What follows belongs to an exercise in optimizing a design on an open flow for small area, a short achievable clock period and few clock cycles per item; a production flow would make more cautious choices.
Only simulation tests tie the RTL to the original design; equivalence was not proved.
Power and IR drop assume default switching activity.

$ cat flow/config.mk
export PLATFORM = sky130hd
export DESIGN_NAME = curve_tangler
export DESIGN_NICKNAME = curve_tangler
export VERILOG_FILES = /design/flow/design.v
export SDC_FILE = /design/flow/constraint.sdc
export NUM_CORES = 4
export LEC_CHECK = 0
export ABC_AREA = 1
export CAP_MARGIN = 20
export CORE_MARGIN = 2
export CORE_UTILIZATION = 40
export GPL_ROUTABILITY_DRIVEN = 1
export GPL_TIMING_DRIVEN = 1
export PLACE_DENSITY = 0.6
export SLEW_MARGIN = 20
$ cat flow/constraint.sdc
create_clock -name core_clock -period 10.0 [get_ports {clk}]
set_input_delay 2.0000 -clock core_clock [delete_from_list [all_inputs] [get_ports {clk}]]
set_output_delay 2.0000 -clock core_clock [all_outputs]
set_load 0.01 [all_outputs]
$ cat flow/design.v
module curve_tangler (
    input  wire        clk,
    input  wire        rst,         
    input  wire        cmd_valid,
    output wire        cmd_ready,
    input  wire [1:0]  cmd_op,
    input  wire [63:0] cmd_arg,
    output wire        rsp_valid,
    input  wire        rsp_ready,
    output wire [63:0] rsp_data
);
    reg  valid;
    assign cmd_ready = ~valid | rsp_ready;
    assign rsp_valid = valid;
    wire hil = cmd_op[1];
    wire det = cmd_op[0];
    wire ent = hil & ~det;           
    wire [31:0] ax = cmd_arg[63:32];
    wire [31:0] ay = cmd_arg[31:0];
    wire [31:0] u, s, lm01, lm10, lv0, lv1;
    genvar k;
    generate for (k = 0; k < 32; k = k + 1) begin : g_leaf
        assign u[k]    = det ? cmd_arg[2*k+1] : ax[k];
        assign s[k]    = det ? cmd_arg[2*k] : (ax[k] ^ ay[k]);
        assign lm01[k] = ent & s[k];
        assign lm10[k] = ent & ~s[k];
        assign lv0[k]  = hil & s[k] & u[k];
        assign lv1[k]  = hil & ~(s[k] | u[k]);
    end endgenerate
    wire gmc_1;
    assign gmc_1 = (lv0[31] ^ (lm01[30] & lv1[31]) ^ lv0[30]);
    wire gmp_2;
    assign gmp_2 = ((lm10[30] & lv0[31]) ^ lv1[31] ^ lv1[30]);
    wire gm_3;
    assign gm_3 = ~((lm01[28] & lm10[29]));
    wire gm_4;
    assign gm_4 = (lm01[29] ^ lm01[28]);
    wire gm_5;
    assign gm_5 = (lm10[28] ^ lm10[29]);
    wire gm_6;
    assign gm_6 = ~((lm10[28] & lm01[29]));
    wire gm_7;
    assign gm_7 = (lv0[29] ^ (lm01[28] & lv1[29]) ^ lv0[28]);
    wire gm_8;
    assign gm_8 = ((lm10[28] & lv0[29]) ^ lv1[29] ^ lv1[28]);
    wire gmc_9;
    assign gmc_9 = ((gm_3 & gmc_1) ^ (gm_4 & gmp_2) ^ gm_7);
    wire gmp_10;
    assign gmp_10 = ((gm_5 & gmc_1) ^ (gm_6 & gmp_2) ^ gm_8);
    wire gm_11;
    assign gm_11 = ~((lm01[26] & lm10[27]));
    wire gm_12;
    assign gm_12 = (lm01[27] ^ lm01[26]);
    wire gm_13;
    assign gm_13 = (lm10[26] ^ lm10[27]);
    wire gm_14;
    assign gm_14 = ~((lm10[26] & lm01[27]));
    wire gm_15;
    assign gm_15 = (lv0[27] ^ (lm01[26] & lv1[27]) ^ lv0[26]);
    wire gm_16;
    assign gm_16 = ((lm10[26] & lv0[27]) ^ lv1[27] ^ lv1[26]);
    wire gm_17;
    assign gm_17 = ~((lm01[24] & lm10[25]));
    wire gm_18;
    assign gm_18 = (lm01[25] ^ lm01[24]);
    wire gm_19;
    assign gm_19 = (lm10[24] ^ lm10[25]);
    wire gm_20;
    assign gm_20 = ~((lm10[24] & lm01[25]));
    wire gm_21;
    assign gm_21 = (lv0[25] ^ (lm01[24] & lv1[25]) ^ lv0[24]);
    wire gm_22;
    assign gm_22 = ((lm10[24] & lv0[25]) ^ lv1[25] ^ lv1[24]);
    wire gm_23;
    assign gm_23 = ((gm_17 & gm_11) ^ (gm_18 & gm_13));
    wire gm_24;
    assign gm_24 = ((gm_17 & gm_12) ^ (gm_18 & gm_14));
    wire gm_25;
    assign gm_25 = ((gm_19 & gm_11) ^ (gm_20 & gm_13));
    wire gm_26;
    assign gm_26 = ((gm_19 & gm_12) ^ (gm_20 & gm_14));
    wire gm_27;
    assign gm_27 = ((gm_17 & gm_15) ^ (gm_18 & gm_16) ^ gm_21);
    wire gm_28;
    assign gm_28 = ((gm_19 & gm_15) ^ (gm_20 & gm_16) ^ gm_22);
    wire gm_29;
    assign gm_29 = ~((lm01[22] & lm10[23]));
    wire gm_30;
    assign gm_30 = (lm01[23] ^ lm01[22]);
    wire gm_31;
    assign gm_31 = (lm10[22] ^ lm10[23]);
    wire gm_32;
    assign gm_32 = ~((lm10[22] & lm01[23]));
    wire gm_33;
    assign gm_33 = (lv0[23] ^ (lm01[22] & lv1[23]) ^ lv0[22]);
    wire gm_34;
    assign gm_34 = ((lm10[22] & lv0[23]) ^ lv1[23] ^ lv1[22]);
    wire gm_35;
    assign gm_35 = ~((lm01[20] & lm10[21]));
    wire gm_36;
    assign gm_36 = (lm01[21] ^ lm01[20]);
    wire gm_37;
    assign gm_37 = (lm10[20] ^ lm10[21]);
    wire gm_38;
    assign gm_38 = ~((lm10[20] & lm01[21]));
    wire gm_39;
    assign gm_39 = (lv0[21] ^ (lm01[20] & lv1[21]) ^ lv0[20]);
    wire gm_40;
    assign gm_40 = ((lm10[20] & lv0[21]) ^ lv1[21] ^ lv1[20]);
    wire gm_41;
    assign gm_41 = ((gm_35 & gm_29) ^ (gm_36 & gm_31));
    wire gm_42;
    assign gm_42 = ((gm_35 & gm_30) ^ (gm_36 & gm_32));
    wire gm_43;
    assign gm_43 = ((gm_37 & gm_29) ^ (gm_38 & gm_31));
    wire gm_44;
    assign gm_44 = ((gm_37 & gm_30) ^ (gm_38 & gm_32));
    wire gm_45;
    assign gm_45 = ((gm_35 & gm_33) ^ (gm_36 & gm_34) ^ gm_39);
    wire gm_46;
    assign gm_46 = ((gm_37 & gm_33) ^ (gm_38 & gm_34) ^ gm_40);
    wire gm_47;
    assign gm_47 = ~((lm01[18] & lm10[19]));
    wire gm_48;
    assign gm_48 = (lm01[19] ^ lm01[18]);
    wire gm_49;
    assign gm_49 = (lm10[18] ^ lm10[19]);
    wire gm_50;
    assign gm_50 = ~((lm10[18] & lm01[19]));
    wire gm_51;
    assign gm_51 = (lv0[19] ^ (lm01[18] & lv1[19]) ^ lv0[18]);
    wire gm_52;
    assign gm_52 = ((lm10[18] & lv0[19]) ^ lv1[19] ^ lv1[18]);
    wire gm_53;
    assign gm_53 = ~((lm01[16] & lm10[17]));
    wire gm_54;
    assign gm_54 = (lm01[17] ^ lm01[16]);
    wire gm_55;
    assign gm_55 = (lm10[16] ^ lm10[17]);
    wire gm_56;
    assign gm_56 = ~((lm10[16] & lm01[17]));
    wire gm_57;
    assign gm_57 = (lv0[17] ^ (lm01[16] & lv1[17]) ^ lv0[16]);
    wire gm_58;
    assign gm_58 = ((lm10[16] & lv0[17]) ^ lv1[17] ^ lv1[16]);
    wire gm_59;
    assign gm_59 = ((gm_53 & gm_47) ^ (gm_54 & gm_49));
    wire gm_60;
    assign gm_60 = ((gm_53 & gm_48) ^ (gm_54 & gm_50));
    wire gm_61;
    assign gm_61 = ((gm_55 & gm_47) ^ (gm_56 & gm_49));
    wire gm_62;
    assign gm_62 = ((gm_55 & gm_48) ^ (gm_56 & gm_50));
    wire gm_63;
    assign gm_63 = ((gm_53 & gm_51) ^ (gm_54 & gm_52) ^ gm_57);
    wire gm_64;
    assign gm_64 = ((gm_55 & gm_51) ^ (gm_56 & gm_52) ^ gm_58);
    wire gm_65;
    assign gm_65 = ~((lm01[14] & lm10[15]));
    wire gm_66;
    assign gm_66 = (lm01[15] ^ lm01[14]);
    wire gm_67;
    assign gm_67 = (lm10[14] ^ lm10[15]);
    wire gm_68;
    assign gm_68 = ~((lm10[14] & lm01[15]));
    wire gm_69;
    assign gm_69 = (lv0[15] ^ (lm01[14] & lv1[15]) ^ lv0[14]);
    wire gm_70;
    assign gm_70 = ((lm10[14] & lv0[15]) ^ lv1[15] ^ lv1[14]);
    wire gm_71;
    assign gm_71 = ~((lm01[12] & lm10[13]));
    wire gm_72;
    assign gm_72 = (lm01[13] ^ lm01[12]);
    wire gm_73;
    assign gm_73 = (lm10[12] ^ lm10[13]);
    wire gm_74;
    assign gm_74 = ~((lm10[12] & lm01[13]));
    wire gm_75;
    assign gm_75 = (lv0[13] ^ (lm01[12] & lv1[13]) ^ lv0[12]);
    wire gm_76;
    assign gm_76 = ((lm10[12] & lv0[13]) ^ lv1[13] ^ lv1[12]);
    wire gm_77;
    assign gm_77 = ((gm_71 & gm_65) ^ (gm_72 & gm_67));
    wire gm_78;
    assign gm_78 = ((gm_71 & gm_66) ^ (gm_72 & gm_68));
    wire gm_79;
    assign gm_79 = ((gm_73 & gm_65) ^ (gm_74 & gm_67));
    wire gm_80;
    assign gm_80 = ((gm_73 & gm_66) ^ (gm_74 & gm_68));
    wire gm_81;
    assign gm_81 = ((gm_71 & gm_69) ^ (gm_72 & gm_70) ^ gm_75);
    wire gm_82;
    assign gm_82 = ((gm_73 & gm_69) ^ (gm_74 & gm_70) ^ gm_76);
    wire gm_83;
    assign gm_83 = ~((lm01[10] & lm10[11]));
    wire gm_84;
    assign gm_84 = (lm01[11] ^ lm01[10]);
    wire gm_85;
    assign gm_85 = (lm10[10] ^ lm10[11]);
    wire gm_86;
    assign gm_86 = ~((lm10[10] & lm01[11]));
    wire gm_87;
    assign gm_87 = (lv0[11] ^ (lm01[10] & lv1[11]) ^ lv0[10]);
    wire gm_88;
    assign gm_88 = ((lm10[10] & lv0[11]) ^ lv1[11] ^ lv1[10]);
    wire gm_89;
    assign gm_89 = ~((lm01[8] & lm10[9]));
    wire gm_90;
    assign gm_90 = (lm01[9] ^ lm01[8]);
    wire gm_91;
    assign gm_91 = (lm10[8] ^ lm10[9]);
    wire gm_92;
    assign gm_92 = ~((lm10[8] & lm01[9]));
    wire gm_93;
    assign gm_93 = (lv0[9] ^ (lm01[8] & lv1[9]) ^ lv0[8]);
    wire gm_94;
    assign gm_94 = ((lm10[8] & lv0[9]) ^ lv1[9] ^ lv1[8]);
    wire gm_95;
    assign gm_95 = ((gm_89 & gm_83) ^ (gm_90 & gm_85));
    wire gm_96;
    assign gm_96 = ((gm_89 & gm_84) ^ (gm_90 & gm_86));
    wire gm_97;
    assign gm_97 = ((gm_91 & gm_83) ^ (gm_92 & gm_85));
    wire gm_98;
    assign gm_98 = ((gm_91 & gm_84) ^ (gm_92 & gm_86));
    wire gm_99;
    assign gm_99 = ((gm_89 & gm_87) ^ (gm_90 & gm_88) ^ gm_93);
    wire gm_100;
    assign gm_100 = ((gm_91 & gm_87) ^ (gm_92 & gm_88) ^ gm_94);
    wire gm_101;
    assign gm_101 = ~((lm01[6] & lm10[7]));
    wire gm_102;
    assign gm_102 = (lm01[7] ^ lm01[6]);
    wire gm_103;
    assign gm_103 = (lm10[6] ^ lm10[7]);
    wire gm_104;
    assign gm_104 = ~((lm10[6] & lm01[7]));
    wire gm_105;
    assign gm_105 = (lv0[7] ^ (lm01[6] & lv1[7]) ^ lv0[6]);
    wire gm_106;
    assign gm_106 = ((lm10[6] & lv0[7]) ^ lv1[7] ^ lv1[6]);
    wire gm_107;
    assign gm_107 = ~((lm01[4] & lm10[5]));
    wire gm_108;
    assign gm_108 = (lm01[5] ^ lm01[4]);
    wire gm_109;
    assign gm_109 = (lm10[4] ^ lm10[5]);
    wire gm_110;
    assign gm_110 = ~((lm10[4] & lm01[5]));
    wire gm_111;
    assign gm_111 = (lv0[5] ^ (lm01[4] & lv1[5]) ^ lv0[4]);
    wire gm_112;
    assign gm_112 = ((lm10[4] & lv0[5]) ^ lv1[5] ^ lv1[4]);
    wire gm_113;
    assign gm_113 = ((gm_107 & gm_101) ^ (gm_108 & gm_103));
    wire gm_114;
    assign gm_114 = ((gm_107 & gm_102) ^ (gm_108 & gm_104));
    wire gm_115;
    assign gm_115 = ((gm_109 & gm_101) ^ (gm_110 & gm_103));
    wire gm_116;
    assign gm_116 = ((gm_109 & gm_102) ^ (gm_110 & gm_104));
    wire gm_117;
    assign gm_117 = ((gm_107 & gm_105) ^ (gm_108 & gm_106) ^ gm_111);
    wire gm_118;
    assign gm_118 = ((gm_109 & gm_105) ^ (gm_110 & gm_106) ^ gm_112);
    wire gm_119;
    assign gm_119 = ~((lm01[2] & lm10[3]));
    wire gm_120;
    assign gm_120 = (lm01[3] ^ lm01[2]);
    wire gm_121;
    assign gm_121 = (lm10[2] ^ lm10[3]);
    wire gm_122;
    assign gm_122 = ~((lm10[2] & lm01[3]));
    wire gm_123;
    assign gm_123 = (lv0[3] ^ (lm01[2] & lv1[3]) ^ lv0[2]);
    wire gm_124;
    assign gm_124 = ((lm10[2] & lv0[3]) ^ lv1[3] ^ lv1[2]);
    wire gm_125;
    assign gm_125 = ~((lm01[0] & lm10[1]));
    wire gm_126;
    assign gm_126 = (lm01[1] ^ lm01[0]);
    wire gm_127;
    assign gm_127 = (lm10[0] ^ lm10[1]);
    wire gm_128;
    assign gm_128 = ~((lm10[0] & lm01[1]));
    wire gm_129;
    assign gm_129 = (lv0[1] ^ (lm01[0] & lv1[1]) ^ lv0[0]);
    wire gm_130;
    assign gm_130 = ((lm10[0] & lv0[1]) ^ lv1[1] ^ lv1[0]);
    wire gm_131;
    assign gm_131 = ((gm_125 & gm_119) ^ (gm_126 & gm_121));
    wire gm_132;
    assign gm_132 = ((gm_125 & gm_120) ^ (gm_126 & gm_122));
    wire gm_133;
    assign gm_133 = ((gm_127 & gm_119) ^ (gm_128 & gm_121));
    wire gm_134;
    assign gm_134 = ((gm_127 & gm_120) ^ (gm_128 & gm_122));
    wire gm_135;
    assign gm_135 = ((gm_125 & gm_123) ^ (gm_126 & gm_124) ^ gm_129);
    wire gm_136;
    assign gm_136 = ((gm_127 & gm_123) ^ (gm_128 & gm_124) ^ gm_130);
    wire skc_137;
    assign skc_137 = ((gm_23 & gmc_9) ^ (gm_24 & gmp_10) ^ gm_27);
    wire skp_138;
    assign skp_138 = ((gm_25 & gmc_9) ^ (gm_26 & gmp_10) ^ gm_28);
    wire sk_139;
    assign sk_139 = ((gm_59 & gm_41) ^ (gm_60 & gm_43));
    wire sk_140;
    assign sk_140 = ((gm_59 & gm_42) ^ (gm_60 & gm_44));
    wire sk_141;
    assign sk_141 = ((gm_61 & gm_41) ^ (gm_62 & gm_43));
    wire sk_142;
    assign sk_142 = ((gm_61 & gm_42) ^ (gm_62 & gm_44));
    wire sk_143;
    assign sk_143 = ((gm_59 & gm_45) ^ (gm_60 & gm_46) ^ gm_63);
    wire sk_144;
    assign sk_144 = ((gm_61 & gm_45) ^ (gm_62 & gm_46) ^ gm_64);
    wire sk_145;
    assign sk_145 = ((gm_95 & gm_77) ^ (gm_96 & gm_79));
    wire sk_146;
    assign sk_146 = ((gm_95 & gm_78) ^ (gm_96 & gm_80));
    wire sk_147;
    assign sk_147 = ((gm_97 & gm_77) ^ (gm_98 & gm_79));
    wire sk_148;
    assign sk_148 = ((gm_97 & gm_78) ^ (gm_98 & gm_80));
    wire sk_149;
    assign sk_149 = ((gm_95 & gm_81) ^ (gm_96 & gm_82) ^ gm_99);
    wire sk_150;
    assign sk_150 = ((gm_97 & gm_81) ^ (gm_98 & gm_82) ^ gm_100);
    wire sk_151;
    assign sk_151 = ((gm_131 & gm_113) ^ (gm_132 & gm_115));
    wire sk_152;
    assign sk_152 = ((gm_131 & gm_114) ^ (gm_132 & gm_116));
    wire sk_153;
    assign sk_153 = ((gm_133 & gm_113) ^ (gm_134 & gm_115));
    wire sk_154;
    assign sk_154 = ((gm_133 & gm_114) ^ (gm_134 & gm_116));
    wire sk_155;
    assign sk_155 = ((gm_131 & gm_117) ^ (gm_132 & gm_118) ^ gm_135);
    wire sk_156;
    assign sk_156 = ((gm_133 & gm_117) ^ (gm_134 & gm_118) ^ gm_136);
    wire skc_157;
    assign skc_157 = ((gm_41 & skc_137) ^ (gm_42 & skp_138) ^ gm_45);
    wire skp_158;
    assign skp_158 = ((gm_43 & skc_137) ^ (gm_44 & skp_138) ^ gm_46);
    wire skc_159;
    assign skc_159 = ((sk_139 & skc_137) ^ (sk_140 & skp_138) ^ sk_143);
    wire skp_160;
    assign skp_160 = ((sk_141 & skc_137) ^ (sk_142 & skp_138) ^ sk_144);
    wire sk_161;
    assign sk_161 = ((gm_113 & sk_145) ^ (gm_114 & sk_147));
    wire sk_162;
    assign sk_162 = ((gm_113 & sk_146) ^ (gm_114 & sk_148));
    wire sk_163;
    assign sk_163 = ((gm_115 & sk_145) ^ (gm_116 & sk_147));
    wire sk_164;
    assign sk_164 = ((gm_115 & sk_146) ^ (gm_116 & sk_148));
    wire sk_165;
    assign sk_165 = ((gm_113 & sk_149) ^ (gm_114 & sk_150) ^ gm_117);
    wire sk_166;
    assign sk_166 = ((gm_115 & sk_149) ^ (gm_116 & sk_150) ^ gm_118);
    wire sk_167;
    assign sk_167 = ((sk_151 & sk_145) ^ (sk_152 & sk_147));
    wire sk_168;
    assign sk_168 = ((sk_151 & sk_146) ^ (sk_152 & sk_148));
    wire sk_169;
    assign sk_169 = ((sk_153 & sk_145) ^ (sk_154 & sk_147));
    wire sk_170;
    assign sk_170 = ((sk_153 & sk_146) ^ (sk_154 & sk_148));
    wire sk_171;
    assign sk_171 = ((sk_151 & sk_149) ^ (sk_152 & sk_150) ^ sk_155);
    wire sk_172;
    assign sk_172 = ((sk_153 & sk_149) ^ (sk_154 & sk_150) ^ sk_156);
    wire skc_173;
    assign skc_173 = ((gm_77 & skc_159) ^ (gm_78 & skp_160) ^ gm_81);
    wire skp_174;
    assign skp_174 = ((gm_79 & skc_159) ^ (gm_80 & skp_160) ^ gm_82);
    wire skc_175;
    assign skc_175 = ((sk_145 & skc_159) ^ (sk_146 & skp_160) ^ sk_149);
    wire skp_176;
    assign skp_176 = ((sk_147 & skc_159) ^ (sk_148 & skp_160) ^ sk_150);
    wire skc_177;
    assign skc_177 = ((sk_161 & skc_159) ^ (sk_162 & skp_160) ^ sk_165);
    wire skp_178;
    assign skp_178 = ((sk_163 & skc_159) ^ (sk_164 & skp_160) ^ sk_166);
    wire skc_179;
    assign skc_179 = ((sk_167 & skc_159) ^ (sk_168 & skp_160) ^ sk_171);
    wire skp_180;
    assign skp_180 = ((sk_169 & skc_159) ^ (sk_170 & skp_160) ^ sk_172);
    wire [6:0] n_c, n_p;
    assign n_c[6] = gmc_9;
    assign n_p[6] = gmp_10;
    assign n_c[5] = skc_137;
    assign n_p[5] = skp_138;
    assign n_c[4] = skc_157;
    assign n_p[4] = skp_158;
    assign n_c[3] = skc_159;
    assign n_p[3] = skp_160;
    assign n_c[2] = skc_173;
    assign n_p[2] = skp_174;
    assign n_c[1] = skc_175;
    assign n_p[1] = skp_176;
    assign n_c[0] = skc_177;
    assign n_p[0] = skp_178;
    wire [31:0] tau;
    assign tau[31] = 1'b0;
    wire tq_181;
    assign tq_181 = (s[30] ? lv1[31] : lv0[31]);
    assign tau[30] = tq_181;
    wire lwc_182;
    assign lwc_182 = (lv0[31] ^ (lm01[30] & lv1[31]) ^ lv0[30]);
    wire lwp_183;
    assign lwp_183 = ((lm10[30] & lv0[31]) ^ lv1[31] ^ lv1[30]);
    wire tq_184;
    assign tq_184 = (s[29] ? lwp_183 : lwc_182);
    assign tau[29] = tq_184;
    wire lwc_185;
    assign lwc_185 = (lwc_182 ^ (lm01[29] & lwp_183) ^ lv0[29]);
    wire lwp_186;
    assign lwp_186 = ((lm10[29] & lwc_182) ^ lwp_183 ^ lv1[29]);
    wire tq_187;
    assign tq_187 = (s[28] ? lwp_186 : lwc_185);
    assign tau[28] = tq_187;
    assign tau[27] = 1'b0;
    wire tq_188;
    assign tq_188 = (s[26] ? lv1[27] : lv0[27]);
    assign tau[26] = tq_188;
    wire lwc_189;
    assign lwc_189 = (lv0[27] ^ (lm01[26] & lv1[27]) ^ lv0[26]);
    wire lwp_190;
    assign lwp_190 = ((lm10[26] & lv0[27]) ^ lv1[27] ^ lv1[26]);
    wire tq_191;
    assign tq_191 = (s[25] ? lwp_190 : lwc_189);
    assign tau[25] = tq_191;
    wire lwc_192;
    assign lwc_192 = (lwc_189 ^ (lm01[25] & lwp_190) ^ lv0[25]);
    wire lwp_193;
    assign lwp_193 = ((lm10[25] & lwc_189) ^ lwp_190 ^ lv1[25]);
    wire tq_194;
    assign tq_194 = (s[24] ? lwp_193 : lwc_192);
    assign tau[24] = tq_194;
    assign tau[23] = 1'b0;
    wire tq_195;
    assign tq_195 = (s[22] ? lv1[23] : lv0[23]);
    assign tau[22] = tq_195;
    wire lwc_196;
    assign lwc_196 = (lv0[23] ^ (lm01[22] & lv1[23]) ^ lv0[22]);
    wire lwp_197;
    assign lwp_197 = ((lm10[22] & lv0[23]) ^ lv1[23] ^ lv1[22]);
    wire tq_198;
    assign tq_198 = (s[21] ? lwp_197 : lwc_196);
    assign tau[21] = tq_198;
    wire lwc_199;
    assign lwc_199 = (lwc_196 ^ (lm01[21] & lwp_197) ^ lv0[21]);
    wire lwp_200;
    assign lwp_200 = ((lm10[21] & lwc_196) ^ lwp_197 ^ lv1[21]);
    wire tq_201;
    assign tq_201 = (s[20] ? lwp_200 : lwc_199);
    assign tau[20] = tq_201;
    assign tau[19] = 1'b0;
    wire tq_202;
    assign tq_202 = (s[18] ? lv1[19] : lv0[19]);
    assign tau[18] = tq_202;
    wire lwc_203;
    assign lwc_203 = (lv0[19] ^ (lm01[18] & lv1[19]) ^ lv0[18]);
    wire lwp_204;
    assign lwp_204 = ((lm10[18] & lv0[19]) ^ lv1[19] ^ lv1[18]);
    wire tq_205;
    assign tq_205 = (s[17] ? lwp_204 : lwc_203);
    assign tau[17] = tq_205;
    wire lwc_206;
    assign lwc_206 = (lwc_203 ^ (lm01[17] & lwp_204) ^ lv0[17]);
    wire lwp_207;
    assign lwp_207 = ((lm10[17] & lwc_203) ^ lwp_204 ^ lv1[17]);
    wire tq_208;
    assign tq_208 = (s[16] ? lwp_207 : lwc_206);
    assign tau[16] = tq_208;
    assign tau[15] = 1'b0;
    wire tq_209;
    assign tq_209 = (s[14] ? lv1[15] : lv0[15]);
    assign tau[14] = tq_209;
    wire lwc_210;
    assign lwc_210 = (lv0[15] ^ (lm01[14] & lv1[15]) ^ lv0[14]);
    wire lwp_211;
    assign lwp_211 = ((lm10[14] & lv0[15]) ^ lv1[15] ^ lv1[14]);
    wire tq_212;
    assign tq_212 = (s[13] ? lwp_211 : lwc_210);
    assign tau[13] = tq_212;
    wire lwc_213;
    assign lwc_213 = (lwc_210 ^ (lm01[13] & lwp_211) ^ lv0[13]);
    wire lwp_214;
    assign lwp_214 = ((lm10[13] & lwc_210) ^ lwp_211 ^ lv1[13]);
    wire tq_215;
    assign tq_215 = (s[12] ? lwp_214 : lwc_213);
    assign tau[12] = tq_215;
    assign tau[11] = 1'b0;
    wire tq_216;
    assign tq_216 = (s[10] ? lv1[11] : lv0[11]);
    assign tau[10] = tq_216;
    wire lwc_217;
    assign lwc_217 = (lv0[11] ^ (lm01[10] & lv1[11]) ^ lv0[10]);
    wire lwp_218;
    assign lwp_218 = ((lm10[10] & lv0[11]) ^ lv1[11] ^ lv1[10]);
    wire tq_219;
    assign tq_219 = (s[9] ? lwp_218 : lwc_217);
    assign tau[9] = tq_219;
    wire lwc_220;
    assign lwc_220 = (lwc_217 ^ (lm01[9] & lwp_218) ^ lv0[9]);
    wire lwp_221;
    assign lwp_221 = ((lm10[9] & lwc_217) ^ lwp_218 ^ lv1[9]);
    wire tq_222;
    assign tq_222 = (s[8] ? lwp_221 : lwc_220);
    assign tau[8] = tq_222;
    assign tau[7] = 1'b0;
    wire tq_223;
    assign tq_223 = (s[6] ? lv1[7] : lv0[7]);
    assign tau[6] = tq_223;
    wire lwc_224;
    assign lwc_224 = (lv0[7] ^ (lm01[6] & lv1[7]) ^ lv0[6]);
    wire lwp_225;
    assign lwp_225 = ((lm10[6] & lv0[7]) ^ lv1[7] ^ lv1[6]);
    wire tq_226;
    assign tq_226 = (s[5] ? lwp_225 : lwc_224);
    assign tau[5] = tq_226;
    wire lwc_227;
    assign lwc_227 = (lwc_224 ^ (lm01[5] & lwp_225) ^ lv0[5]);
    wire lwp_228;
    assign lwp_228 = ((lm10[5] & lwc_224) ^ lwp_225 ^ lv1[5]);
    wire tq_229;
    assign tq_229 = (s[4] ? lwp_228 : lwc_227);
    assign tau[4] = tq_229;
    assign tau[3] = 1'b0;
    wire tq_230;
    assign tq_230 = (s[2] ? lv1[3] : lv0[3]);
    assign tau[2] = tq_230;
    wire lwc_231;
    assign lwc_231 = (lv0[3] ^ (lm01[2] & lv1[3]) ^ lv0[2]);
    wire lwp_232;
    assign lwp_232 = ((lm10[2] & lv0[3]) ^ lv1[3] ^ lv1[2]);
    wire tq_233;
    assign tq_233 = (s[1] ? lwp_232 : lwc_231);
    assign tau[1] = tq_233;
    wire lwc_234;
    assign lwc_234 = (lwc_231 ^ (lm01[1] & lwp_232) ^ lv0[1]);
    wire lwp_235;
    assign lwp_235 = ((lm10[1] & lwc_231) ^ lwp_232 ^ lv1[1]);
    wire tq_236;
    assign tq_236 = (s[0] ? lwp_235 : lwc_234);
    assign tau[0] = tq_236;
    wire [31:0] n_o, n_m;
    generate for (k = 0; k < 32; k = k + 1) begin : g_pre
        assign n_o[k] = hil ? (u[k] ^ tau[k]) : (det ? cmd_arg[2*k] : ay[k]);
        assign n_m[k] = hil ? s[k] : (det ? (cmd_arg[2*k+1] ^ cmd_arg[2*k]) : ax[k]);
    end endgenerate
    reg         r_ent, r_det;
    reg  [31:0] r_o, r_m;
    reg  [6:0] r_c, r_p;
    always @(posedge clk) begin
        if (rst)
            valid <= 1'b0;
        else if (cmd_ready)
            valid <= cmd_valid;
        if (cmd_ready) begin
            r_ent <= ent;
            r_det <= det;
            r_o   <= n_o;
            r_m   <= n_m;
            r_c   <= n_c;
            r_p   <= n_p;
        end
    end
    wire [31:0] fo;
    assign fo[31] = r_o[31];
    assign fo[30] = r_o[30];
    assign fo[29] = r_o[29];
    assign fo[28] = r_o[28];
    wire qq_237;
    assign qq_237 = ((~r_m[27] & r_c[6]) ^ (r_m[27] & r_p[6]));
    assign fo[27] = r_o[27] ^ qq_237;
    wire lf_238;
    assign lf_238 = (r_m[26] ^ (r_m[27] & ~r_m[26]));
    wire lf_239;
    assign lf_239 = (~r_m[26] ^ (~r_m[27] & r_m[26]));
    wire lf_240;
    assign lf_240 = (r_ent ? lf_239 : ~r_m[26]);
    wire lf_241;
    assign lf_241 = (r_ent ? lf_238 : r_m[26]);
    wire qq_242;
    assign qq_242 = ((lf_240 & r_c[6]) ^ (lf_241 & r_p[6]));
    assign fo[26] = r_o[26] ^ qq_242;
    wire lf_243;
    assign lf_243 = (r_m[25] ^ (r_m[26] & ~r_m[25]));
    wire lf_244;
    assign lf_244 = (~r_m[25] ^ (~r_m[26] & r_m[25]));
    wire lf_245;
    assign lf_245 = (lf_243 ^ (r_m[27] & lf_244));
    wire lf_246;
    assign lf_246 = (lf_244 ^ (~r_m[27] & lf_243));
    wire lf_247;
    assign lf_247 = (r_ent ? lf_246 : ~r_m[25]);
    wire lf_248;
    assign lf_248 = (r_ent ? lf_245 : r_m[25]);
    wire qq_249;
    assign qq_249 = ((lf_247 & r_c[6]) ^ (lf_248 & r_p[6]));
    assign fo[25] = r_o[25] ^ qq_249;
    wire lf_250;
    assign lf_250 = (r_m[24] ^ (r_m[25] & ~r_m[24]));
    wire lf_251;
    assign lf_251 = (~r_m[24] ^ (~r_m[25] & r_m[24]));
    wire lf_252;
    assign lf_252 = (lf_250 ^ (r_m[26] & lf_251));
    wire lf_253;
    assign lf_253 = (lf_251 ^ (~r_m[26] & lf_250));
    wire lf_254;
    assign lf_254 = (lf_252 ^ (r_m[27] & lf_253));
    wire lf_255;
    assign lf_255 = (lf_253 ^ (~r_m[27] & lf_252));
    wire lf_256;
    assign lf_256 = (r_ent ? lf_255 : ~r_m[24]);
    wire lf_257;
    assign lf_257 = (r_ent ? lf_254 : r_m[24]);
    wire qq_258;
    assign qq_258 = ((lf_256 & r_c[6]) ^ (lf_257 & r_p[6]));
    assign fo[24] = r_o[24] ^ qq_258;
    wire qq_259;
    assign qq_259 = ((~r_m[23] & r_c[5]) ^ (r_m[23] & r_p[5]));
    assign fo[23] = r_o[23] ^ qq_259;
    wire lf_260;
    assign lf_260 = (r_m[22] ^ (r_m[23] & ~r_m[22]));
    wire lf_261;
    assign lf_261 = (~r_m[22] ^ (~r_m[23] & r_m[22]));
    wire lf_262;
    assign lf_262 = (r_ent ? lf_261 : ~r_m[22]);
    wire lf_263;
    assign lf_263 = (r_ent ? lf_260 : r_m[22]);
    wire qq_264;
    assign qq_264 = ((lf_262 & r_c[5]) ^ (lf_263 & r_p[5]));
    assign fo[22] = r_o[22] ^ qq_264;
    wire lf_265;
    assign lf_265 = (r_m[21] ^ (r_m[22] & ~r_m[21]));
    wire lf_266;
    assign lf_266 = (~r_m[21] ^ (~r_m[22] & r_m[21]));
    wire lf_267;
    assign lf_267 = (lf_265 ^ (r_m[23] & lf_266));
    wire lf_268;
    assign lf_268 = (lf_266 ^ (~r_m[23] & lf_265));
    wire lf_269;
    assign lf_269 = (r_ent ? lf_268 : ~r_m[21]);
    wire lf_270;
    assign lf_270 = (r_ent ? lf_267 : r_m[21]);
    wire qq_271;
    assign qq_271 = ((lf_269 & r_c[5]) ^ (lf_270 & r_p[5]));
    assign fo[21] = r_o[21] ^ qq_271;
    wire lf_272;
    assign lf_272 = (r_m[20] ^ (r_m[21] & ~r_m[20]));
    wire lf_273;
    assign lf_273 = (~r_m[20] ^ (~r_m[21] & r_m[20]));
    wire lf_274;
    assign lf_274 = (lf_272 ^ (r_m[22] & lf_273));
    wire lf_275;
    assign lf_275 = (lf_273 ^ (~r_m[22] & lf_272));
    wire lf_276;
    assign lf_276 = (lf_274 ^ (r_m[23] & lf_275));
    wire lf_277;
    assign lf_277 = (lf_275 ^ (~r_m[23] & lf_274));
    wire lf_278;
    assign lf_278 = (r_ent ? lf_277 : ~r_m[20]);
    wire lf_279;
    assign lf_279 = (r_ent ? lf_276 : r_m[20]);
    wire qq_280;
    assign qq_280 = ((lf_278 & r_c[5]) ^ (lf_279 & r_p[5]));
    assign fo[20] = r_o[20] ^ qq_280;
    wire qq_281;
    assign qq_281 = ((~r_m[19] & r_c[4]) ^ (r_m[19] & r_p[4]));
    assign fo[19] = r_o[19] ^ qq_281;
    wire lf_282;
    assign lf_282 = (r_m[18] ^ (r_m[19] & ~r_m[18]));
    wire lf_283;
    assign lf_283 = (~r_m[18] ^ (~r_m[19] & r_m[18]));
    wire lf_284;
    assign lf_284 = (r_ent ? lf_283 : ~r_m[18]);
    wire lf_285;
    assign lf_285 = (r_ent ? lf_282 : r_m[18]);
    wire qq_286;
    assign qq_286 = ((lf_284 & r_c[4]) ^ (lf_285 & r_p[4]));
    assign fo[18] = r_o[18] ^ qq_286;
    wire lf_287;
    assign lf_287 = (r_m[17] ^ (r_m[18] & ~r_m[17]));
    wire lf_288;
    assign lf_288 = (~r_m[17] ^ (~r_m[18] & r_m[17]));
    wire lf_289;
    assign lf_289 = (lf_287 ^ (r_m[19] & lf_288));
    wire lf_290;
    assign lf_290 = (lf_288 ^ (~r_m[19] & lf_287));
    wire lf_291;
    assign lf_291 = (r_ent ? lf_290 : ~r_m[17]);
    wire lf_292;
    assign lf_292 = (r_ent ? lf_289 : r_m[17]);
    wire qq_293;
    assign qq_293 = ((lf_291 & r_c[4]) ^ (lf_292 & r_p[4]));
    assign fo[17] = r_o[17] ^ qq_293;
    wire lf_294;
    assign lf_294 = (r_m[16] ^ (r_m[17] & ~r_m[16]));
    wire lf_295;
    assign lf_295 = (~r_m[16] ^ (~r_m[17] & r_m[16]));
    wire lf_296;
    assign lf_296 = (lf_294 ^ (r_m[18] & lf_295));
    wire lf_297;
    assign lf_297 = (lf_295 ^ (~r_m[18] & lf_294));
    wire lf_298;
    assign lf_298 = (lf_296 ^ (r_m[19] & lf_297));
    wire lf_299;
    assign lf_299 = (lf_297 ^ (~r_m[19] & lf_296));
    wire lf_300;
    assign lf_300 = (r_ent ? lf_299 : ~r_m[16]);
    wire lf_301;
    assign lf_301 = (r_ent ? lf_298 : r_m[16]);
    wire qq_302;
    assign qq_302 = ((lf_300 & r_c[4]) ^ (lf_301 & r_p[4]));
    assign fo[16] = r_o[16] ^ qq_302;
    wire qq_303;
    assign qq_303 = ((~r_m[15] & r_c[3]) ^ (r_m[15] & r_p[3]));
    assign fo[15] = r_o[15] ^ qq_303;
    wire lf_304;
    assign lf_304 = (r_m[14] ^ (r_m[15] & ~r_m[14]));
    wire lf_305;
    assign lf_305 = (~r_m[14] ^ (~r_m[15] & r_m[14]));
    wire lf_306;
    assign lf_306 = (r_ent ? lf_305 : ~r_m[14]);
    wire lf_307;
    assign lf_307 = (r_ent ? lf_304 : r_m[14]);
    wire qq_308;
    assign qq_308 = ((lf_306 & r_c[3]) ^ (lf_307 & r_p[3]));
    assign fo[14] = r_o[14] ^ qq_308;
    wire lf_309;
    assign lf_309 = (r_m[13] ^ (r_m[14] & ~r_m[13]));
    wire lf_310;
    assign lf_310 = (~r_m[13] ^ (~r_m[14] & r_m[13]));
    wire lf_311;
    assign lf_311 = (lf_309 ^ (r_m[15] & lf_310));
    wire lf_312;
    assign lf_312 = (lf_310 ^ (~r_m[15] & lf_309));
    wire lf_313;
    assign lf_313 = (r_ent ? lf_312 : ~r_m[13]);
    wire lf_314;
    assign lf_314 = (r_ent ? lf_311 : r_m[13]);
    wire qq_315;
    assign qq_315 = ((lf_313 & r_c[3]) ^ (lf_314 & r_p[3]));
    assign fo[13] = r_o[13] ^ qq_315;
    wire lf_316;
    assign lf_316 = (r_m[12] ^ (r_m[13] & ~r_m[12]));
    wire lf_317;
    assign lf_317 = (~r_m[12] ^ (~r_m[13] & r_m[12]));
    wire lf_318;
    assign lf_318 = (lf_316 ^ (r_m[14] & lf_317));
    wire lf_319;
    assign lf_319 = (lf_317 ^ (~r_m[14] & lf_316));
    wire lf_320;
    assign lf_320 = (lf_318 ^ (r_m[15] & lf_319));
    wire lf_321;
    assign lf_321 = (lf_319 ^ (~r_m[15] & lf_318));
    wire lf_322;
    assign lf_322 = (r_ent ? lf_321 : ~r_m[12]);
    wire lf_323;
    assign lf_323 = (r_ent ? lf_320 : r_m[12]);
    wire qq_324;
    assign qq_324 = ((lf_322 & r_c[3]) ^ (lf_323 & r_p[3]));
    assign fo[12] = r_o[12] ^ qq_324;
    wire qq_325;
    assign qq_325 = ((~r_m[11] & r_c[2]) ^ (r_m[11] & r_p[2]));
    assign fo[11] = r_o[11] ^ qq_325;
    wire lf_326;
    assign lf_326 = (r_m[10] ^ (r_m[11] & ~r_m[10]));
    wire lf_327;
    assign lf_327 = (~r_m[10] ^ (~r_m[11] & r_m[10]));
    wire lf_328;
    assign lf_328 = (r_ent ? lf_327 : ~r_m[10]);
    wire lf_329;
    assign lf_329 = (r_ent ? lf_326 : r_m[10]);
    wire qq_330;
    assign qq_330 = ((lf_328 & r_c[2]) ^ (lf_329 & r_p[2]));
    assign fo[10] = r_o[10] ^ qq_330;
    wire lf_331;
    assign lf_331 = (r_m[9] ^ (r_m[10] & ~r_m[9]));
    wire lf_332;
    assign lf_332 = (~r_m[9] ^ (~r_m[10] & r_m[9]));
    wire lf_333;
    assign lf_333 = (lf_331 ^ (r_m[11] & lf_332));
    wire lf_334;
    assign lf_334 = (lf_332 ^ (~r_m[11] & lf_331));
    wire lf_335;
    assign lf_335 = (r_ent ? lf_334 : ~r_m[9]);
    wire lf_336;
    assign lf_336 = (r_ent ? lf_333 : r_m[9]);
    wire qq_337;
    assign qq_337 = ((lf_335 & r_c[2]) ^ (lf_336 & r_p[2]));
    assign fo[9] = r_o[9] ^ qq_337;
    wire lf_338;
    assign lf_338 = (r_m[8] ^ (r_m[9] & ~r_m[8]));
    wire lf_339;
    assign lf_339 = (~r_m[8] ^ (~r_m[9] & r_m[8]));
    wire lf_340;
    assign lf_340 = (lf_338 ^ (r_m[10] & lf_339));
    wire lf_341;
    assign lf_341 = (lf_339 ^ (~r_m[10] & lf_338));
    wire lf_342;
    assign lf_342 = (lf_340 ^ (r_m[11] & lf_341));
    wire lf_343;
    assign lf_343 = (lf_341 ^ (~r_m[11] & lf_340));
    wire lf_344;
    assign lf_344 = (r_ent ? lf_343 : ~r_m[8]);
    wire lf_345;
    assign lf_345 = (r_ent ? lf_342 : r_m[8]);
    wire qq_346;
    assign qq_346 = ((lf_344 & r_c[2]) ^ (lf_345 & r_p[2]));
    assign fo[8] = r_o[8] ^ qq_346;
    wire qq_347;
    assign qq_347 = ((~r_m[7] & r_c[1]) ^ (r_m[7] & r_p[1]));
    assign fo[7] = r_o[7] ^ qq_347;
    wire lf_348;
    assign lf_348 = (r_m[6] ^ (r_m[7] & ~r_m[6]));
    wire lf_349;
    assign lf_349 = (~r_m[6] ^ (~r_m[7] & r_m[6]));
    wire lf_350;
    assign lf_350 = (r_ent ? lf_349 : ~r_m[6]);
    wire lf_351;
    assign lf_351 = (r_ent ? lf_348 : r_m[6]);
    wire qq_352;
    assign qq_352 = ((lf_350 & r_c[1]) ^ (lf_351 & r_p[1]));
    assign fo[6] = r_o[6] ^ qq_352;
    wire lf_353;
    assign lf_353 = (r_m[5] ^ (r_m[6] & ~r_m[5]));
    wire lf_354;
    assign lf_354 = (~r_m[5] ^ (~r_m[6] & r_m[5]));
    wire lf_355;
    assign lf_355 = (lf_353 ^ (r_m[7] & lf_354));
    wire lf_356;
    assign lf_356 = (lf_354 ^ (~r_m[7] & lf_353));
    wire lf_357;
    assign lf_357 = (r_ent ? lf_356 : ~r_m[5]);
    wire lf_358;
    assign lf_358 = (r_ent ? lf_355 : r_m[5]);
    wire qq_359;
    assign qq_359 = ((lf_357 & r_c[1]) ^ (lf_358 & r_p[1]));
    assign fo[5] = r_o[5] ^ qq_359;
    wire lf_360;
    assign lf_360 = (r_m[4] ^ (r_m[5] & ~r_m[4]));
    wire lf_361;
    assign lf_361 = (~r_m[4] ^ (~r_m[5] & r_m[4]));
    wire lf_362;
    assign lf_362 = (lf_360 ^ (r_m[6] & lf_361));
    wire lf_363;
    assign lf_363 = (lf_361 ^ (~r_m[6] & lf_360));
    wire lf_364;
    assign lf_364 = (lf_362 ^ (r_m[7] & lf_363));
    wire lf_365;
    assign lf_365 = (lf_363 ^ (~r_m[7] & lf_362));
    wire lf_366;
    assign lf_366 = (r_ent ? lf_365 : ~r_m[4]);
    wire lf_367;
    assign lf_367 = (r_ent ? lf_364 : r_m[4]);
    wire qq_368;
    assign qq_368 = ((lf_366 & r_c[1]) ^ (lf_367 & r_p[1]));
    assign fo[4] = r_o[4] ^ qq_368;
    wire qq_369;
    assign qq_369 = ((~r_m[3] & r_c[0]) ^ (r_m[3] & r_p[0]));
    assign fo[3] = r_o[3] ^ qq_369;
    wire lf_370;
    assign lf_370 = (r_m[2] ^ (r_m[3] & ~r_m[2]));
    wire lf_371;
    assign lf_371 = (~r_m[2] ^ (~r_m[3] & r_m[2]));
    wire lf_372;
    assign lf_372 = (r_ent ? lf_371 : ~r_m[2]);
    wire lf_373;
    assign lf_373 = (r_ent ? lf_370 : r_m[2]);
    wire qq_374;
    assign qq_374 = ((lf_372 & r_c[0]) ^ (lf_373 & r_p[0]));
    assign fo[2] = r_o[2] ^ qq_374;
    wire lf_375;
    assign lf_375 = (r_m[1] ^ (r_m[2] & ~r_m[1]));
    wire lf_376;
    assign lf_376 = (~r_m[1] ^ (~r_m[2] & r_m[1]));
    wire lf_377;
    assign lf_377 = (lf_375 ^ (r_m[3] & lf_376));
    wire lf_378;
    assign lf_378 = (lf_376 ^ (~r_m[3] & lf_375));
    wire lf_379;
    assign lf_379 = (r_ent ? lf_378 : ~r_m[1]);
    wire lf_380;
    assign lf_380 = (r_ent ? lf_377 : r_m[1]);
    wire qq_381;
    assign qq_381 = ((lf_379 & r_c[0]) ^ (lf_380 & r_p[0]));
    assign fo[1] = r_o[1] ^ qq_381;
    wire lf_382;
    assign lf_382 = (r_m[0] ^ (r_m[1] & ~r_m[0]));
    wire lf_383;
    assign lf_383 = (~r_m[0] ^ (~r_m[1] & r_m[0]));
    wire lf_384;
    assign lf_384 = (lf_382 ^ (r_m[2] & lf_383));
    wire lf_385;
    assign lf_385 = (lf_383 ^ (~r_m[2] & lf_382));
    wire lf_386;
    assign lf_386 = (lf_384 ^ (r_m[3] & lf_385));
    wire lf_387;
    assign lf_387 = (lf_385 ^ (~r_m[3] & lf_384));
    wire lf_388;
    assign lf_388 = (r_ent ? lf_387 : ~r_m[0]);
    wire lf_389;
    assign lf_389 = (r_ent ? lf_386 : r_m[0]);
    wire qq_390;
    assign qq_390 = ((lf_388 & r_c[0]) ^ (lf_389 & r_p[0]));
    assign fo[0] = r_o[0] ^ qq_390;
    wire [63:0] ent_res, det_res;
    generate for (k = 0; k < 32; k = k + 1) begin : g_res
        assign ent_res[2*k+1] = fo[k];
        assign ent_res[2*k]   = r_m[k];
        assign det_res[32+k]  = fo[k];
        assign det_res[k]     = fo[k] ^ r_m[k];
    end endgenerate
    assign rsp_data = r_det ? det_res : ent_res;
endmodule
$ cat flow/flow/run.sh
#!/bin/bash
# The standard layout, with these changes to how it is made:
#  - if flow/abc_area.script exists, ABC maps the logic with it
#  - the setup repair aims at the slack margin in flow/margin.txt
#  - the port buffers are sky130_fd_sc_hd__buf_2
# Registers, constraints and clock period are those of the standard flow.
set -euo pipefail
MARGIN=$(cat flow/margin.txt)
rm -rf scripts_x
cp -r "$FLOW_HOME/scripts" scripts_x
if [[ -f flow/abc_area.script ]]; then
  cp flow/abc_area.script scripts_x/abc_area.script
fi
bash standard.sh "SCRIPTS_DIR=$PWD/scripts_x" "SETUP_SLACK_MARGIN=$MARGIN" \
  "BUFFER_PORTS_ARGS=-buffer_cell sky130_fd_sc_hd__buf_2" finish > flow_make.log 2>&1
$ cat flow/flow/margin.txt
5
$ cat flow/standard.sh
#!/bin/bash
# synth_recipe.tcl (not shown) runs the flow's synth.tcl, then flattens the netlist and writes it again
# the make line also repeats each setting of config.mk as NAME=value (left out here)
make -C /OpenROAD-flow-scripts/flow DESIGN_CONFIG=/design/flow/config.mk WORK_HOME=/design/flow/orfs CLKGATE_MAP_FILE= SYNTH_SCRIPT=/design/flow/synth_recipe.tcl "${@:-finish}"
==> run_results.csv, run 1 <==
group,metric,value,unit
outcome,outcome,"finished clean",
final_layout,layout-drive-gt1-share,17.4,%
clock_network,clock_latency,0.34,ns
hold_path,worstHoldStart,"valid",
critical_path,regToRegEndpoint,"r_c[3]",
final_layout,diodes,0,
pwr,ir_worst_vdd,0.0000979,V
routing,routedWlPerCell,16.6,um
synthesis,yosysMostFrequentCell,"nand2_1",
pwr,leakagePower,7.13,nW
timing,tns,0,ns
critical_path,slowest_delay,0.28,ns
synthesis,yosysSeqAreaShare,20.0,%
grt,grt_pass1_vias,11500,
final_layout,fill_cells,3082,
timing,max_freq,208,MHz
critical_path,critical_path_peak_fanout,39,
place,numPortBuffers,135,
timing,maxSlewHeadroom,49.8,%
grt,grt_overflow,0,
pwr,power_frac_comb,60.5,%
synthesis,avgSynthCellArea,5.93,sq um
timing,drv_slew,0,
synthesis,muxShareOfSynthArea,1.00,%
timing,rsz0062_at_grt,"yes",
critical_path,cp-end-kind,"register",
synthesis,ys_warn_count,1,
synthesis,syn_inst,2038,
synthesis,synth_top_area_share,19.9,%
pwr,p_sw,1.06,mW
pwr,finalPower,2.23,mW
final_layout,final_util,47.6,%
critical_path,critical-path-slowest-cell,"xor2_4",
floorplanning,io_pins,136,
routing,wirelength,42.5,mm
final_layout,area_growth,17.0,%
floorplanning,coreArea,29700,sq um
synthesis,synthXorXnorAreaFrac,12.5,%
clock_network,cts_buffers,9,
grt,antenna_found_initial,1,
critical_path,r2r_setup_slack,8.30,ns
critical_path,r2r_start,"valid",
hold_path,whs_endpoint,"r_c[4]",
routing,wl_met2,18.5,mm
synthesis,ys_top_cells_by_area,"edfxtp_1, nand2_1, o21ai_0, inv_1, nand3_1",
routing,firstDrtPassIters,6,
pwr,intPower,1.17,mW
place,gp_routability_congestion,0.901,
critical_path,crit_start,"cmd_op[1]",
floorplanning,die-area,31600,sq um
timing,fin_crit,4.80,ns
critical_path,cp-start-kind,"input port",
routing,wl_met3,2.46,mm
place,dp_cells,2500,
hold_path,worstHoldPathCells,1,
synthesis,synthSimpleGateAreaFrac,38.3,%
critical_path,crit_buf_inv,6,
hold_path,hold_path_class,"register to register",
clock_network,cts_root_buffer,"clkbuf_16",
pwr,swShare,47.5,%
synthesis,synth_nets,2108,
floorplanning,die_h,178,um
clock_network,htreeDepth,3,
pwr,p_clk_share,15.5,%
routing,drc,0,
flow_run,drv_cap,0,
synthesis,synth-seq-cells,81,
grt,grt_usage,25.0,%
synthesis,synth_top_family_by_area,"simple AND/OR/NAND/NOR gates",
synthesis,synth_compound_area_share,16.1,%
routing,via_count,13500,
final_layout,final_nets,2232,
timing,setup_viol,0,
timing,hold_violations,0,
timing,finClkSkew,0.00965,ns
timing,tightest_slew,0.752,ns
synthesis,synthTopCellsByCount,"nand2_1, inv_1, o21ai_0, nand3_1, nor2_1",
clock_network,cts.clk_slew.worst_paths,0.06,ns
clock_network,numClockSinks,81,
synthesis,async_flop_share,0,%
routing,ant_nets,0,
synthesis,synth_area_leader_cell,"edfxtp_1",
synthesis,yosysUniqueCellTypes,52,
synthesis,netlist_area,12100,sq um
grt,grt_max_degree,64,
place,pre_cts_slack,3.91,ns
routing,viasPerCell,5.28,
synthesis,synth_edf_count,80,
pwr,power.density,158,nW/um^2
critical_path,crit_arrival,4.88,ns
critical_path,crit_type,"input port to register",
timing,min_period_over_period,48.0,%
synthesis,synthAdderAreaFrac,0,%
critical_path,critPathTopFamily,"simple AND/OR/NAND/NOR gates",
critical_path,crit_top_cell,"nand2_1",
floorplanning,row_count,63,
routing,met1_length,19.9,mm
critical_path,reg2reg_depth,2,
routing,routed.top_layer,"met5",
final_layout,final_cells,2556,
grt,grt_pass1_wl,61.7,mm
place,dp_hpwl,31.8,mm
clock_network,cts_tree,"done",
clock_network,cts_buffer_depth,2,
routing,drtIter0Drc,1266,
synthesis,synth_ff_type,"edfxtp_1",
critical_path,cp.required,10.08,ns
pwr,power.share.sequential,24.0,%
timing,fin_ws,5.20,ns
critical_path,critical_path.cell_chain,"buf_6 -> buf_12 -> inv_16 -> nor2_4 -> buf_12 -> clkbuf_16 -> nand2_1 -> nor2_1 -> nor2_2 -> inv_2 -> nand2_2 -> xor2_2 -> nand2_2 -> xor2_4 -> nand2_1 -> xor2_2 -> nand3_1 -> nand2_2 -> nand2_1 -> nand2_1 -> nand2_1",
floorplanning,initial_core_util,40.7,%
floorplanning,die_w,178,um
-- area by class of cell --
class | instances | area (sq um) | share of cell area (%)
repair buffers | 183 | 1350 | 9.56
inverters | 284 | 1130 | 7.96
flip-flops and latches | 81 | 2420 | 17.1
clock buffers | 10 | 229 | 1.62
clock inverters | 5 | 81.3 | 0.575
well taps | 390 | 488 | 3.45
repair inverters | 1 | 8.76 | 0.0619
multi-input cells | 1602 | 8440 | 59.6
-- metal layers --
| metal | vias up | GRT usage [%] |
|---|---|---|
| met5 | - | 0 |
| met4 | 2 | 9.63 |
| met3 | 65 | 2.10 |
| li1 | 6807 | - |
| met1 | 6131 | 36.3 |
| met2 | 495 | 38.0 |
-- power by group through the flow --
| stage | logic [mW] | registers, mW | clock network (mW) |
|---|---|---|---|
| finish | 1.35 | 0.534 | 0.346 |
| global route | 1.51 | 0.542 | 0.366 |
| CTS | 1.27 | 0.535 | 0.352 |
| detailed placement | 1.26 | 0.542 | 0 |
| global placement | 1.24 | 0.544 | 0 |
| floorplan | 0.908 | 0.496 | 0 |
-- through the flow --
stage	instance area, sq um	hold slack [ns]
2_1_floorplan	12100	1.12
3_3_place_gp	12900	0.960
3_5_place_dp	12900	0.949
4_1_cts	13400	0.964
5_1_grt	14100	1.02
6_report	14100	0.933
-- how the worst max path moves through the flow --
stage	end	cells after the start	slack [ns]
floorplan	cmd_ready	2	5.37
global placement	r_p[0]	18	3.91
detailed placement	r_p[1]	24	3.91
CTS	r_p[1]	27	5.01
global route	r_c[1]	31	4.96
finish	r_p[0]	21	5.20
-- cells by family (layout without fill, tap and decap cells) --
family                 count (synthesis)  count (layout)
AO/OA/AOI/OAI                        353             353
multiplexers                          12              12
flip-flops                            81              81
AND/OR/NAND/NOR                     1070            1070
buffers and inverters                355             483
XOR/XNOR                             167             167
-- cells in the final DEF, fill, tap and decap left out, types with 17 or more instances in the layout --
master,instances
nor3_1,17
inv_1,252
buf_2,133
edfxtp_1,80
inv_2,27
a21oi_1,85
nand2_1,621
o21ai_0,197
xor2_1,80
buf_4,30
xnor2_1,72
nand2_2,55
clkbuf_16,18
nor2_1,127
nor2_2,22
nand3_1,170
nand3_2,21
-- worst reg2reg max path: stages, from the launching register on --
cell and delay [ns]:
dfxtp_1 0.33, nand2_4 0.37, buf_4 0.60
-- timing repair --
action / in CTS / in global routing
hold buffers: 0 / 0
pin swaps: 0 / 12
gates cloned: 1 / 10
setup buffers: 1 / 29
setup endpoints to repair: 51 / 16
gates resized for setup: 23 / 72
-- flip-flops by register name, indices dropped and copies added, names as in the netlist --
name   flops
r_o       32
r_m       32
r_p        7
valid      1
r_c        7
r_ent      1
r_det      1
Testbench counts, summed over its fixed seeds: cycles 8,008, items 8,000.
==> run 2, diff against run 1 <==
==> flow/flow/margin.txt (replaced) <==
4.8
==> run_results.csv, run 2 <==
group,metric,value,unit
synthesis,synth_ff_type,"edfxtp_1",
clock_network,cts.clk_slew.worst_paths,0.06,ns
timing,maxSlewHeadroom,47.7,%
final_layout,reg_top3,"r_m (32), r_o (32)",
clock_network,htreeDepth,3,
floorplanning,die_h,178,um
place,numPortBuffers,135,
critical_path,critical-path-slowest-cell,"edfxtp_1",
pwr,ir_worst_vdd,0.0000752,V
clock_network,ctsHoldBuffers,0,
floorplanning,initial_core_util,40.7,%
routing,ant_nets,0,
routing,wl_met2,17.4,mm
place,placed_area,12900,sq um
outcome,outcome,"finished clean",
timing,setup_viol,0,
timing,max_freq,203,MHz
synthesis,avgSynthCellArea,5.93,sq um
synthesis,syn_inst,2038,
critical_path,crit_top_cell,"xnor2_1",
timing,tns,0,ns
floorplanning,io_pins,136,
final_layout,diodes,0,
timing,finClkSkew,0.00578,ns
critical_path,crit_arrival,2.92,ns
critical_path,critical_path_peak_fanout,35,
synthesis,synth_top_area_share,19.9,%
synthesis,yosysMostFrequentCell,"nand2_1",
synthesis,synth_area_leader_cell,"edfxtp_1",
final_layout,final_nets,2194,
final_layout,fill_cells,3189,
clock_network,cts_buffer_depth,2,
synthesis,yosysSeqAreaShare,20.0,%
clock_network,clock_latency,0.33,ns
critical_path,cp.required,8.00,ns
floorplanning,coreArea,29700,sq um
place,gp_routability_congestion,0.906,
synthesis,netlist_area,12100,sq um
routing,routedWlPerCell,15.7,um
routing,drc,0,
floorplanning,row_count,63,
synthesis,yosysUniqueCellTypes,52,
timing,fin_crit,4.92,ns
timing,hold_violations,0,
synthesis,ys_warn_count,1,
final_layout,final_cell_mix,"nand2_1, inv_1, o21ai_0",
final_layout,layout-drive-gt1-share,14.1,%
routing,drtIter0Drc,1004,
grt,grt_overflow,0,
synthesis,synth_nets,2108,
final_layout,final_cell_area,13300,sq um
pwr,power.density,158,nW/um^2
grt,grt_max_degree,87,
final_layout,final_common_cell,"nand2_1",
routing,via_count,13100,
floorplanning,die_w,178,um
routing,wirelength,39.6,mm
clock_network,cts_root_buffer,"clkbuf_16",
critical_path,cp-end-kind,"output pin",
grt,grt_usage,24.6,%
grt,grt_pass1_wl,61.0,mm
grt,antenna_found_initial,0,
synthesis,synth-seq-cells,81,
critical_path,slowest_delay,0.75,ns
grt,grt_pass1_vias,11400,
clock_network,cts_buffers,9,
routing,wl_met3,2.07,mm
hold_path,hold_path_class,"register to register",
critical_path,cp-start-kind,"register",
timing,whs,0.957,ns
timing,min_period_over_period,49.2,%
timing,tightest_slew,0.783,ns
floorplanning,die-area,31600,sq um
flow_run,drv_cap,0,
critical_path,critical_path.cell_chain,"clkinv_4 -> a21oi_1 -> o221ai_1 -> xnor2_1 -> xnor2_1 -> xnor2_1 -> mux2i_1 -> inv_1 -> buf_2",
timing,drv_slew,0,
critical_path,crit_type,"register to output pin",
place,dp_hpwl,31.5,mm
final_layout,area_growth,10.4,%
routing,met1_length,19.4,mm
pwr,leakagePower,6.78,nW
synthesis,async_flop_share,0,%
timing,rsz0062_at_grt,"no",
synthesis,synth_edf_count,80,
clock_network,cts_tree,"done",
routing,routed.top_layer,"met4",
clock_network,numClockSinks,81,
synthesis,synthTopCellsByCount,"nand2_1, inv_1, o21ai_0, nand3_1, nor2_1",
routing,firstDrtPassIters,5,
routing,viasPerCell,5.19,
synthesis,ys_top_cells_by_area,"edfxtp_1, nand2_1, o21ai_0, inv_1, nand3_1",
[run 2: power breakdown]
part	switching [mW]	internal [mW]	total (mW)
Combinational	0.827	0.456	1.28
Clock	0.127	0.169	0.297
Sequential	0.0715	0.459	0.530
[run 2: worst paths after layout]
kind          from  depth (start not counted)  slack, ns           end
max          r_ent                          9       5.08  rsp_data[21]
min          valid                          2       0.96         valid
max reg2reg  valid                          2       8.26        r_m[8]
min reg2reg  valid                          2       0.96         valid
[run 2: worst max-delay path, delay by kind of cell (launching register included)]
kind	cells	cell delay (ns)
flip-flops	1	0.75
buffers and inverters	3	0.63
AO/OA/AOI/OAI	2	0.37
multiplexers	1	0.09
XOR/XNOR	3	0.72
[run 2: logic make-up (layout without fill, tap and decap cells)]
group / count (synthesis) / after routing / share of synthesized area, %
simple gates: 1070 / 1071 / 38.3
flops: 81 / 81 / 20.0
buf+inv: 355 / 445 / 12.1
mux: 12 / 12 / 1.00
xor+xnor: 167 / 167 / 12.5
compound gates: 353 / 353 / 16.1
[run 2: metrics by stage]
step | utilization [%] | instances | worst slack (ns) | power [mW]
after floorplan | - | 2038 | 4.96 | 1.40
after global routing | 44.9 | 2519 | 4.80 | 2.29
after detailed placement | 43.4 | 2498 | 3.76 | 1.80
final | 44.9 | 2519 | 5.08 | 2.11
after CTS | 44.5 | 2517 | 4.80 | 2.10
after global placement | 43.4 | 2498 | 3.91 | 1.78
[run 2: what timing repair did]
action	CTS	global route
setup buffers	2	1
resized for setup	9	17
pin swaps	1	0
cloned	1	1
setup endpoints to repair	48	11
[run 2: layer usage]
layer,GRT usage (%),vias up
li1,-,6731
met1,34.9,5949
met2,39.5,365
met3,2.89,39
met4,6.22,0
met5,0,-
[run 2: layout make-up]
| type | instances | area (sq um) | area share, % |
|---|---|---|---|
| inverters | 284 | 1090 | 8.17 |
| well taps | 390 | 488 | 3.66 |
| flip-flops and latches | 81 | 2420 | 18.2 |
| repair buffers | 145 | 832 | 6.24 |
| multi-input cells | 1603 | 8240 | 61.7 |
| clock inverters | 5 | 40.0 | 0.300 |
| clock buffers | 11 | 233 | 1.74 |
==> run 3, diff against run 2 <==
==> flow/flow/margin.txt (replaced) <==
4.5
==> run_results.csv, run 3 <==
group,metric,value,unit
outcome,outcome,"finished clean",
routing,wirelength,39.0,mm
clock_network,ctsHoldBuffers,0,
routing,ant_nets,0,
timing,fin_ws,4.86,ns
final_layout,final_cell_mix,"nand2_1, inv_1, o21ai_0",
synthesis,synth_edf_count,80,
routing,routedWlPerCell,15.5,um
synthesis,synthTopCellsByCount,"nand2_1, inv_1, o21ai_0, nand3_1, nor2_1",
clock_network,clock_latency,0.33,ns
grt,grt_max_degree,87,
timing,min_period_over_period,51.4,%
floorplanning,io_pins,136,
final_layout,layout-drive-gt1-share,13.7,%
clock_network,cts_buffers,9,
critical_path,crit_arrival,5.24,ns
clock_network,htreeDepth,3,
grt,antenna_found_initial,0,
synthesis,avgSynthCellArea,5.93,sq um
pwr,power.density,159,nW/um^2
place,numPortBuffers,135,
floorplanning,die-area,31600,sq um
final_layout,diodes,0,
synthesis,async_flop_share,0,%
place,pre_cts_slack,3.76,ns
place,dp_hpwl,31.5,mm
timing,finClkSkew,0.00599,ns
critical_path,slowest_delay,0.42,ns
synthesis,synth_top_area_share,19.9,%
critical_path,critical-path-slowest-cell,"nor2_4",
synthesis,synth_area_leader_cell,"edfxtp_1",
critical_path,cp-start-kind,"input port",
timing,tightest_slew,0.928,ns
pwr,finalPower,2.10,mW
clock_network,cts_tree,"done",
critical_path,crit_top_cell,"nand2_1",
routing,viasPerCell,5.20,
timing,rsz0062_at_grt,"yes",
critical_path,cp.required,10.09,ns
synthesis,ys_warn_count,1,
flow_run,drv_cap,0,
synthesis,yosysMostFrequentCell,"nand2_1",
pwr,ir_worst_vdd,0.0000744,V
routing,firstDrtPassIters,6,
grt,grt_overflow,0,
grt,grt_usage,24.5,%
synthesis,yosysUniqueCellTypes,52,
synthesis,yosysSeqAreaShare,20.0,%
floorplanning,die_h,178,um
critical_path,critical_path.cell_chain,"buf_6 -> inv_2 -> nor2_4 -> inv_4 -> a21oi_1 -> nand3_1 -> nand2_1 -> nand2_1 -> nand2_1 -> nand3_1 -> nand3_1 -> nand2_1 -> nand2_1 -> nand3_1 -> nand3_1 -> nand2_1 -> nand2_1 -> inv_1 -> nand2_2 -> nand2_4 -> nor2_1 -> nand3b_1 -> nand2_1",
final_layout,final_nets,2190,
floorplanning,row_count,63,
routing,drtIter0Drc,1087,
timing,setup_viol,0,
floorplanning,coreArea,29700,sq um
synthesis,synth_nets,2108,
timing,fin_crit,5.14,ns
timing,hold_violations,0,
critical_path,critical_path_peak_fanout,35,
clock_network,numClockSinks,81,
floorplanning,initial_core_util,40.7,%
timing,tns,0,ns
critical_path,crit_type,"input port to register",
critical_path,crit_buf_inv,4,
synthesis,netlist_area,12100,sq um
clock_network,cts_buffer_depth,2,
synthesis,ys_top_cells_by_area,"edfxtp_1, nand2_1, o21ai_0, inv_1, nand3_1",
routing,drc,0,
final_layout,area_growth,9.41,%
place,gp_routability_congestion,0.906,
routing,via_count,13100,
synthesis,synth-seq-cells,81,
routing,wl_met2,17.0,mm
routing,routed.top_layer,"met4",
timing,max_freq,194,MHz
critical_path,critPathTopFamily,"simple AND/OR/NAND/NOR gates",
grt,grt_pass1_wl,60.8,mm
routing,wl_met3,2.13,mm
hold_path,hold_path_class,"register to register",
clock_network,post-cts-setup-buffer-count,0,
final_layout,reg_top3,"r_m (32), r_o (32)",
grt,grt_pass1_vias,11400,
floorplanning,die_w,178,um
clock_network,cts.clk_slew.worst_paths,0.06,ns
routing,met1_length,19.0,mm
synthesis,syn_inst,2038,
critical_path,cp-end-kind,"register",
timing,drv_slew,0,
timing,maxSlewHeadroom,38.2,%
final_layout,final_common_cell,"nand2_1",
pwr,leakagePower,6.73,nW
synthesis,synth_ff_type,"edfxtp_1",
clock_network,cts_root_buffer,"clkbuf_16",
[run 3: cell counts after synthesis]
No cell type changed its count.
[run 3: what timing repair did]
action / CTS / global route
setup endpoints to repair: 46 / 24
gates cloned: 1 / 0
pin swaps: 1 / 1
resized for setup: 2 / 13
[run 3: metal layers]
metal  vias to the layer above  GRT usage [%]
li1                       6728              -
met1                      5948           34.8
met2                       360           39.2
met3                        42           2.91
met4                         0           6.15
met5                         -              0
[run 3: worst reg2reg max path, stage by stage, from the launching register on]
cell,delay (ns)
dfxtp_1,0.33
nand2_4,0.44
buf_4,0.56
[run 3: final cells by class]
type                       count  area [sq um]
fill                        3195         16500
multi-input combinational   1603          8210
sequential                    81          2420
inverter                     284          1080
timing repair buffer         141           749
tap                          390           488
clock buffer                  11           233
clock inverter                 5          40.0
[run 3: path summary, 6_finish.rpt]
check                           endpoint  depth (start not counted)      start  slack, ns
worst max-delay path              r_p[1]                         23  cmd_op[1]       4.86
worst min-delay path               valid                          2      valid       0.96
worst max register to register    r_o[4]                          2      valid       8.28
worst min register to register     valid                          2      valid       0.96
[run 3: report_power, final]
group          switching [mW]  leakage (nW)  internal (mW)  total, mW
combinational           0.819          5.75          0.451       1.27
clock                   0.127         0.122          0.169      0.296
sequential             0.0720         0.855          0.459      0.531
[run 3: cells by family (layout without fill, tap and decap cells)]
| logic type | Yosys count | in the layout | share of synthesized area (%) |
|---|---|---|---|
| AO/OA/AOI/OAI | 353 | 353 | 16.1 |
| buffers and inverters | 355 | 441 | 12.1 |
| AND/OR/NAND/NOR | 1070 | 1071 | 38.3 |
| XOR/XNOR | 167 | 167 | 12.5 |
| flip-flops | 81 | 81 | 20.0 |
| multiplexers | 12 | 12 | 1.00 |
[run 3: per-stage QoR]
step / std cells / hold slack [ns] / instance area [sq um] / utilization [%]
floorplan: 2038 / 1.52 / 12100 / -
global placement: 2498 / 0.948 / 12900 / 43.4
detailed placement: 2498 / 0.989 / 12900 / 43.4
CTS: 2515 / 0.999 / 13200 / 44.4
global route: 2515 / 1.08 / 13200 / 44.5
finish: 2515 / 0.957 / 13200 / 44.5

-- what the ideal ports hide --
How much do the figures lean on ideal ports? The routed layouts below were timed once more, with nothing changed but the port constraints.
Step 1 sets driving cells, clkbuf_16 on the clock port and buf_2 on the other inputs (assumed; they add their load-dependent delay and slew).
Step 2 times the ports against the registers' clock, not the clock port: input delays grow and output delays shrink by t, the midpoint of the rising clock arrivals with the driver on.
a / b / c = no drivers / after step 1 / after step 2; a / b = the first two.
| run | shift t [ns] | slack for setup (ns) | worst setup path after step 2 | pins driven straight from the clock port |
|---|---|---|---|---|
| run 1 | 0.378 | 5.201 / 5.047 / 4.670 | input to register | 1 |
| run 2 | 0.371 | 5.077 / 5.037 / 4.711 | input to register | 1 |
| run 3 | 0.369 | 4.856 / 4.859 / 4.490 | input to register | 1 |
After both steps setup and hold are still met in every run listed. For run 1, which loses most, drivers alone change the setup slack by -0.154 ns; drivers and shift together by -0.531 ns.
